Background: an optimization exercise with open tools, aiming at small area. Do not read the settings as production practice. Where RTL was checked, it was by simulation tests only, not by an equivalence proof against the original. Power and IR drop assume default switching activity.

Design pxar_softtbm_decoder, start of the top module:
module pxar_softtbm_decoder (
    input  wire        clk,
    input  wire        rst,             
    input  wire        cfg_invert,      
    input  wire        cfg_readback,    
    input  wire [7:0]  cfg_chain_len,   
    input  wire [7:0]  cfg_chain_off,   
    input  wire        in_valid,
    input  wire [15:0] in_word,
    output reg         pix_valid,
    output wire [7:0]  pix_roc,
    output wire [5:0]  pix_col,
    output wire [6:0]  pix_row,
    output wire [7:0]  pix_value,
    output reg         evt_valid,
    output reg         evt_keep,
    output wire [15:0] evt_header,
    output wire [15:0] evt_trailer,
    output wire [15:0] evt_errors,
    output reg         rb_valid,
    output wire [3:0]  rb_slot,
    output wire [15:0] rb_word,
    input  wire [4:0]  stat_sel,
    input  wire        stat_clear,
    output reg  [31:0] stat_data
);
==> flow/config.mk <==
export PLATFORM = sky130hd
export DESIGN_NAME = pxar_softtbm_decoder
export DESIGN_NICKNAME = pxar_softtbm_decoder
export VERILOG_FILES = /design/flow/design.v
export SDC_FILE = /design/flow/constraint.sdc
export NUM_CORES = 4
export LEC_CHECK = 0
export CAP_MARGIN = 5
export CORE_MARGIN = 2
export CORE_UTILIZATION = 68
export GPL_TIMING_DRIVEN = 0
export PLACE_DENSITY = 0.8
export SLEW_MARGIN = 5
==> flow/constraint.sdc <==
create_clock -name core_clock -period 10.0 [get_ports {clk}]
set_input_delay 2.0000 -clock core_clock [delete_from_list [all_inputs] [get_ports {clk}]]
set_output_delay 2.0000 -clock core_clock [all_outputs]
set_load 0.01 [all_outputs]
standard.sh (not shown) runs the stock make flow with config.mk's settings and CLKGATE_MAP_FILE= SYNTH_SCRIPT=/design/flow/synth_recipe.tcl, a recipe that flattens the netlist after the stock synthesis.
==> flow/flow/run.sh <==
#!/bin/bash
# The standard layout (standard.sh, unchanged synthesis), with two changes
# to how cells are chosen:
#  - port buffers are the smallest buffer instead of a delay buffer;
#  - clock tree: small clock buffers, larger sink clusters, no dummy loads.
# The full make output goes to flow.log in this folder.
set -euo pipefail
export BUFFER_PORTS_ARGS="-buffer_cell sky130_fd_sc_hd__buf_1"
export CTS_ARGS="-sink_clustering_enable -repair_clock_nets -dont_use_dummy_load -sink_clustering_size 16 -sink_clustering_max_diameter 55 -buf_list {sky130_fd_sc_hd__clkbuf_4 sky130_fd_sc_hd__clkbuf_8}"
bash standard.sh finish > flow.log 2>&1
Edit:
- CAP_MARGIN: 5 -> 20
- CORE_UTILIZATION: 68 -> 40
- GPL_TIMING_DRIVEN: 0 -> not set
- PLACE_DENSITY: 0.8 -> not set
- SLEW_MARGIN: 5 -> 20
Effect: The new run went through all stages and came out clean. Via count decreases by 8.0%. Setup slack gets better by 340 ps. Final cell count went up by 9.2%. Non-clock buffer count is lower by 136. Wire length shrinks by 6.3%. Utilization shrinks by 30 points. Die area is higher by 69%.
Edit:
- CORE_UTILIZATION: 40 -> 68
- GPL_TIMING_DRIVEN: not set -> 0
- PLACE_DENSITY: not set -> 0.8
Cell area drops by 0.84%.
Maximum frequency drops by 3.2%.
Critical path depth drops by 6.
Worst setup slack degrades by 310 ps.
Total power drops by 0.97%.
Die area drops by 41%.
Combinational power climbs by 6.2%.
First-iteration DRC count climbs by 49%.
Clock skew drops by 29 ps.
Worst hold slack improves by 67 ps.
Final cell count drops by 8.4%.


Starting RTL as in the previous note.
## pxar_softtbm_decoder
module pxar_softtbm_decoder (
    input  wire        clk,
    input  wire        rst,             
    input  wire        cfg_invert,      
    input  wire        cfg_readback,    
    input  wire [7:0]  cfg_chain_len,   
    input  wire [7:0]  cfg_chain_off,   
    input  wire        in_valid,
    input  wire [15:0] in_word,
    output reg         pix_valid,
    output wire [7:0]  pix_roc,
    output wire [5:0]  pix_col,
    output wire [6:0]  pix_row,
    output wire [7:0]  pix_value,
    output reg         evt_valid,
    output reg         evt_keep,
    output wire [15:0] evt_header,
    output wire [15:0] evt_trailer,
    output wire [15:0] evt_errors,
    output reg         rb_valid,
    output wire [3:0]  rb_slot,
    output wire [15:0] rb_word,
    input  wire [4:0]  stat_sel,
    input  wire        stat_clear,
    output reg  [31:0] stat_data
);
    function [31:0] add32(input [31:0] a, input [31:0] b, input ci);
        integer i;
        reg c;
        begin
            c = ci;
            for (i = 0; i < 32; i = i + 1) begin
                add32[i] = a[i] ^ b[i] ^ c;
                c = (a[i] & b[i]) | (c & (a[i] ^ b[i]));
            end
        end
    endfunction
    function [31:0] inc32(input [31:0] a, input ci);
        integer i;
        reg c;
        begin
            c = ci;
            for (i = 0; i < 32; i = i + 1) begin
                inc32[i] = a[i] ^ c;
                c = a[i] & c;
            end
        end
    endfunction
    function [31:0] dec32(input [31:0] a, input ci);
        integer i;
        reg c;
        begin
            c = ci;
            for (i = 0; i < 32; i = i + 1) begin
                dec32[i] = a[i] ^ c;
                c = ~a[i] & c;
            end
        end
    endfunction
    wire in_is_hdr = (in_word[15:13] == 3'b101);
    wire in_is_trl = (in_word[15:13] == 3'b110) && (in_word[11:8] == 4'd0);
    reg        in_frame;
    reg        f_start_err;
    reg        f_ovf;
    reg [15:0] f_n;            
    reg [7:0]  f_h1;           
    reg [7:0]  f_h2;           
  ...
clock: 10.0 ns
lec_check: 0
cap_margin: 20
core_margin: 2
core_utilization: 55
place_density: 0.7
slew_margin: 20
==> flow/flow/run.sh <==
#!/bin/bash
# The standard layout (standard.sh, unchanged synthesis), with two changes
# to how cells are chosen:
#  - port buffers are the smallest buffer instead of a delay buffer;
#  - clock tree: small clock buffers, larger sink clusters, no dummy loads.
# The full make output goes to flow.log in this folder.
set -euo pipefail
export BUFFER_PORTS_ARGS="-buffer_cell sky130_fd_sc_hd__buf_1"
export CTS_ARGS="-sink_clustering_enable -repair_clock_nets -dont_use_dummy_load -sink_clustering_size 20 -sink_clustering_max_diameter 45 -buf_list {sky130_fd_sc_hd__clkbuf_4 sky130_fd_sc_hd__clkbuf_8}"
bash standard.sh finish > flow.log 2>&1
Rerun with:
--- a/flow/flow/run.sh
+++ b/flow/flow/run.sh
@@ -7,4 +7,4 @@
 set -euo pipefail
 export BUFFER_PORTS_ARGS="-buffer_cell sky130_fd_sc_hd__buf_1"
-export CTS_ARGS="-sink_clustering_enable -repair_clock_nets -dont_use_dummy_load -sink_clustering_size 20 -sink_clustering_max_diameter 45 -buf_list {sky130_fd_sc_hd__clkbuf_4 sky130_fd_sc_hd__clkbuf_8}"
+export CTS_ARGS="-sink_clustering_enable -repair_clock_nets -dont_use_dummy_load -sink_clustering_size 30 -sink_clustering_max_diameter 60 -buf_list {sky130_fd_sc_hd__clkbuf_16}"
 bash standard.sh finish > flow.log 2>&1
Effect: The new run finished clean; hold slack gains 6.2 ps; routed wire length came out lower slightly; total power rose by a few percent; area after synthesis stays the same; final cell count falls slightly.
Rerun with:
==> flow/run.sh (new file) <==
#!/bin/bash
# synth_recipe.tcl (not shown) runs the flow's synth.tcl, then flattens the netlist and writes it again
# the make line also repeats each setting of config.mk as NAME=value (left out here)
make -C /OpenROAD-flow-scripts/flow DESIGN_CONFIG=/design/flow/config.mk WORK_HOME=/design/flow/orfs CLKGATE_MAP_FILE= SYNTH_SCRIPT=/design/flow/synth_recipe.tcl finish
CORE_UTILIZATION = 40   (was 55)
PLACE_DENSITY = default   (was 0.7)
removed: flow/flow/run.sh
removed: flow/standard.sh
- critical path depth increases by 4
- worst setup slack loses 250 ps
- cell area rose by a little under a tenth
- synthesized cell count is unchanged
- cell count rose by roughly a tenth
- total power went up by about a fifth


Another version of the RTL of pxar_softtbm_decoder (not shown whole).
Size in the first run: roughly 1,100 flip-flops, roughly 44,000 µm² of cells after synthesis.
==> flow/config.mk <==
export PLATFORM = sky130hd
export DESIGN_NAME = pxar_softtbm_decoder
export DESIGN_NICKNAME = pxar_softtbm_decoder
export VERILOG_FILES = /design/flow/design.v
export SDC_FILE = /design/flow/constraint.sdc
export NUM_CORES = 4
export LEC_CHECK = 0
export CAP_MARGIN = 20
export CORE_MARGIN = 2
export CORE_UTILIZATION = 40
export SLEW_MARGIN = 20
==> flow/constraint.sdc <==
create_clock -name core_clock -period 10.0 [get_ports {clk}]
set_input_delay 2.0000 -clock core_clock [delete_from_list [all_inputs] [get_ports {clk}]]
set_output_delay 2.0000 -clock core_clock [all_outputs]
set_load 0.01 [all_outputs]
==> flow/flow/run.sh <==
#!/bin/bash
# The standard layout (standard.sh, unchanged synthesis), with two changes
# to how cells are chosen:
#  - port buffers are the smallest buffer instead of a delay buffer;
#  - clock tree: small clock buffers, larger sink clusters, no dummy loads.
# The full make output goes to flow.log in this folder.
set -euo pipefail
export BUFFER_PORTS_ARGS="-buffer_cell sky130_fd_sc_hd__buf_1"
export CTS_ARGS="-sink_clustering_enable -repair_clock_nets -dont_use_dummy_load -sink_clustering_size 14 -sink_clustering_max_diameter 50 -buf_list {sky130_fd_sc_hd__clkbuf_4 sky130_fd_sc_hd__clkbuf_8}"
bash standard.sh finish > flow.log 2>&1
The starting point ran to the end with no violations.
Change:
--- a/flow/flow/run.sh
+++ b/flow/flow/run.sh
@@ -9 +9 @@
-export CTS_ARGS="-sink_clustering_enable -repair_clock_nets -dont_use_dummy_load -sink_clustering_size 14 -sink_clustering_max_diameter 50 -buf_list {sky130_fd_sc_hd__clkbuf_4 sky130_fd_sc_hd__clkbuf_8}"
+export CTS_ARGS="-sink_clustering_enable -repair_clock_nets -dont_use_dummy_load -sink_clustering_size 18 -sink_clustering_max_diameter 60 -buf_list {sky130_fd_sc_hd__clkbuf_4 sky130_fd_sc_hd__clkbuf_8}"
Result: The changed run passed the timing, design-rule and antenna checks. First-iteration DRC count rises by 5.7%. Utilization shrinks by 0.28 points. Design area came out lower by about 0.6%. Via count drops by about 0.4%. Critical path depth is unchanged. Sequential power hardly moves. Hold slack improved by 0.0047 ns. Power falls by about 3%. Die area does not change.
No run of this note included a check of the RTL's function; only the layout flow was run.


v59:
pxar_softtbm_decoder with an RTL version that a note above also has.
Size in the first run: about 180 I/O pins, ~43000 um2 of cells after synthesis.
clock: 10.0 ns
lec_check: 0
cap_margin: 20
core_margin: 2
core_utilization: 55
place_density: 0.7
slew_margin: 20
==> flow/flow/run.sh <==
#!/bin/bash
# The standard layout (standard.sh, unchanged synthesis), with two changes
# to how cells are chosen:
#  - port buffers are the smallest buffer instead of a delay buffer;
#  - clock tree: small clock buffers, larger sink clusters, no dummy loads;
#  - the buffers ABC adds are removed at floorplan (repair adds what is needed).
# The full make output goes to flow.log in this folder.
set -euo pipefail
export BUFFER_PORTS_ARGS="-buffer_cell sky130_fd_sc_hd__buf_1"
export REMOVE_ABC_BUFFERS=1
export CTS_ARGS="-sink_clustering_enable -repair_clock_nets -dont_use_dummy_load -sink_clustering_size 16 -sink_clustering_max_diameter 55 -buf_list {sky130_fd_sc_hd__clkbuf_4 sky130_fd_sc_hd__clkbuf_8}"
bash standard.sh finish > flow.log 2>&1
v59 went all the way through synthesis, placement and routing and the layout is clean on timing, DRC and antenna.
### v59 -> v6
- swapping 0.7 for 0.8 in PLACE_DENSITY
- swapping 55 for 68 in CORE_UTILIZATION
==> flow/flow/run.sh <==
#!/bin/bash
# The standard layout (standard.sh, unchanged synthesis), with two changes
# to how cells are chosen:
#  - port buffers are the smallest buffer instead of a delay buffer;
#  - clock tree: small clock buffers, larger sink clusters, no dummy loads.
# The full make output goes to flow.log in this folder.
set -euo pipefail
export BUFFER_PORTS_ARGS="-buffer_cell sky130_fd_sc_hd__buf_1"
export CTS_ARGS="-sink_clustering_enable -repair_clock_nets -dont_use_dummy_load -sink_clustering_size 16 -sink_clustering_max_diameter 55 -buf_list {sky130_fd_sc_hd__clkbuf_4 sky130_fd_sc_hd__clkbuf_8}"
bash standard.sh finish > flow.log 2>&1
## What came out
v6: all stages complete, timing, DRC and antenna checks passed
On area used by multi-input combinational logic, v6 and v59 are basically level.
STATUS overall die area: v6 wins against v59
[v6 vs v59] starting density of the core: higher in v6
v59 has higher clock buffer count from CTS than v6.
### v6 -> v8
- PLACE_DENSITY: 0.8 -> 0.7
- CORE_UTILIZATION: 68 -> 55
[summary]
Going from v6 to v8, worst setup skew after layout saw a decrease, sequential share of layout area down 0.44 points, share of total power in combinational logic decreased by 0.3 points relative to the old numbers.

## port drivers added, routing unchanged
In the flow no input, the clock included, has a driving cell. The finished layouts below were timed again as built, in two steps. Step 1 sets driving cells, clkbuf_16 on the clock port and buf_2 on the other inputs (assumed; they add their load-dependent delay and slew). Step 2, shift: input delay + t, output delay - t, t = (earliest + latest rising clock arrival at the registers) / 2. This alone moves slack from input paths to output paths. a / b / c = ideal / step 1 / step 2; a / b = the first two.
run	t (ns)	setup slack, ns	hold slack, ns	worst setup path after step 2	slew at the worst register clock pin (ns)
the first run of note 1	0.752	0.256 / 0.215 / -0.130	0.312 / 0.312 / 0.312	input to register	0.11 / 0.11
the second run of note 1	0.780	0.594 / 0.459 / 0.459	0.263 / 0.263 / 0.263	input to output	0.10 / 0.10
the third run of note 1	0.754	0.279 / 0.247 / -0.056	0.331 / 0.331 / 0.331	input to register	0.11 / 0.11
the first run of note 2	0.811	0.617 / 0.513 / 0.513	0.306 / 0.306 / 0.306	input to output	0.11 / 0.11
the second run of note 2	0.686	0.620 / 0.518 / 0.518	0.312 / 0.312 / 0.312	input to output	0.11 / 0.11
the third run of note 2	0.754	0.370 / 0.228 / 0.228	0.326 / 0.326 / 0.326	input to output	0.07 / 0.07
the first run of note 3	0.830	0.309 / 0.238 / 0.483	0.291 / 0.291 / 0.291	input to output	0.09 / 0.09
the second run of note 3	0.804	0.305 / 0.236 / 0.472	0.295 / 0.295 / 0.295	input to output	0.11 / 0.11
v59	0.754	0.606 / 0.606 / 0.494	0.248 / 0.248 / 0.248	input to register	0.11 / 0.11
v6	0.736	0.453 / 0.453 / 0.453	0.308 / 0.308 / 0.308	register to register	0.11 / 0.11
v8	0.762	0.614 / 0.514 / 0.514	0.327 / 0.327 / 0.327	input to output	0.10 / 0.10
Met with ideal ports but missed after step 2: setup timing in the first run of note 1 and the third run of note 1. For the first run of note 1, which loses most, drivers alone change the setup slack by -0.041 ns; drivers and shift together by -0.386 ns.
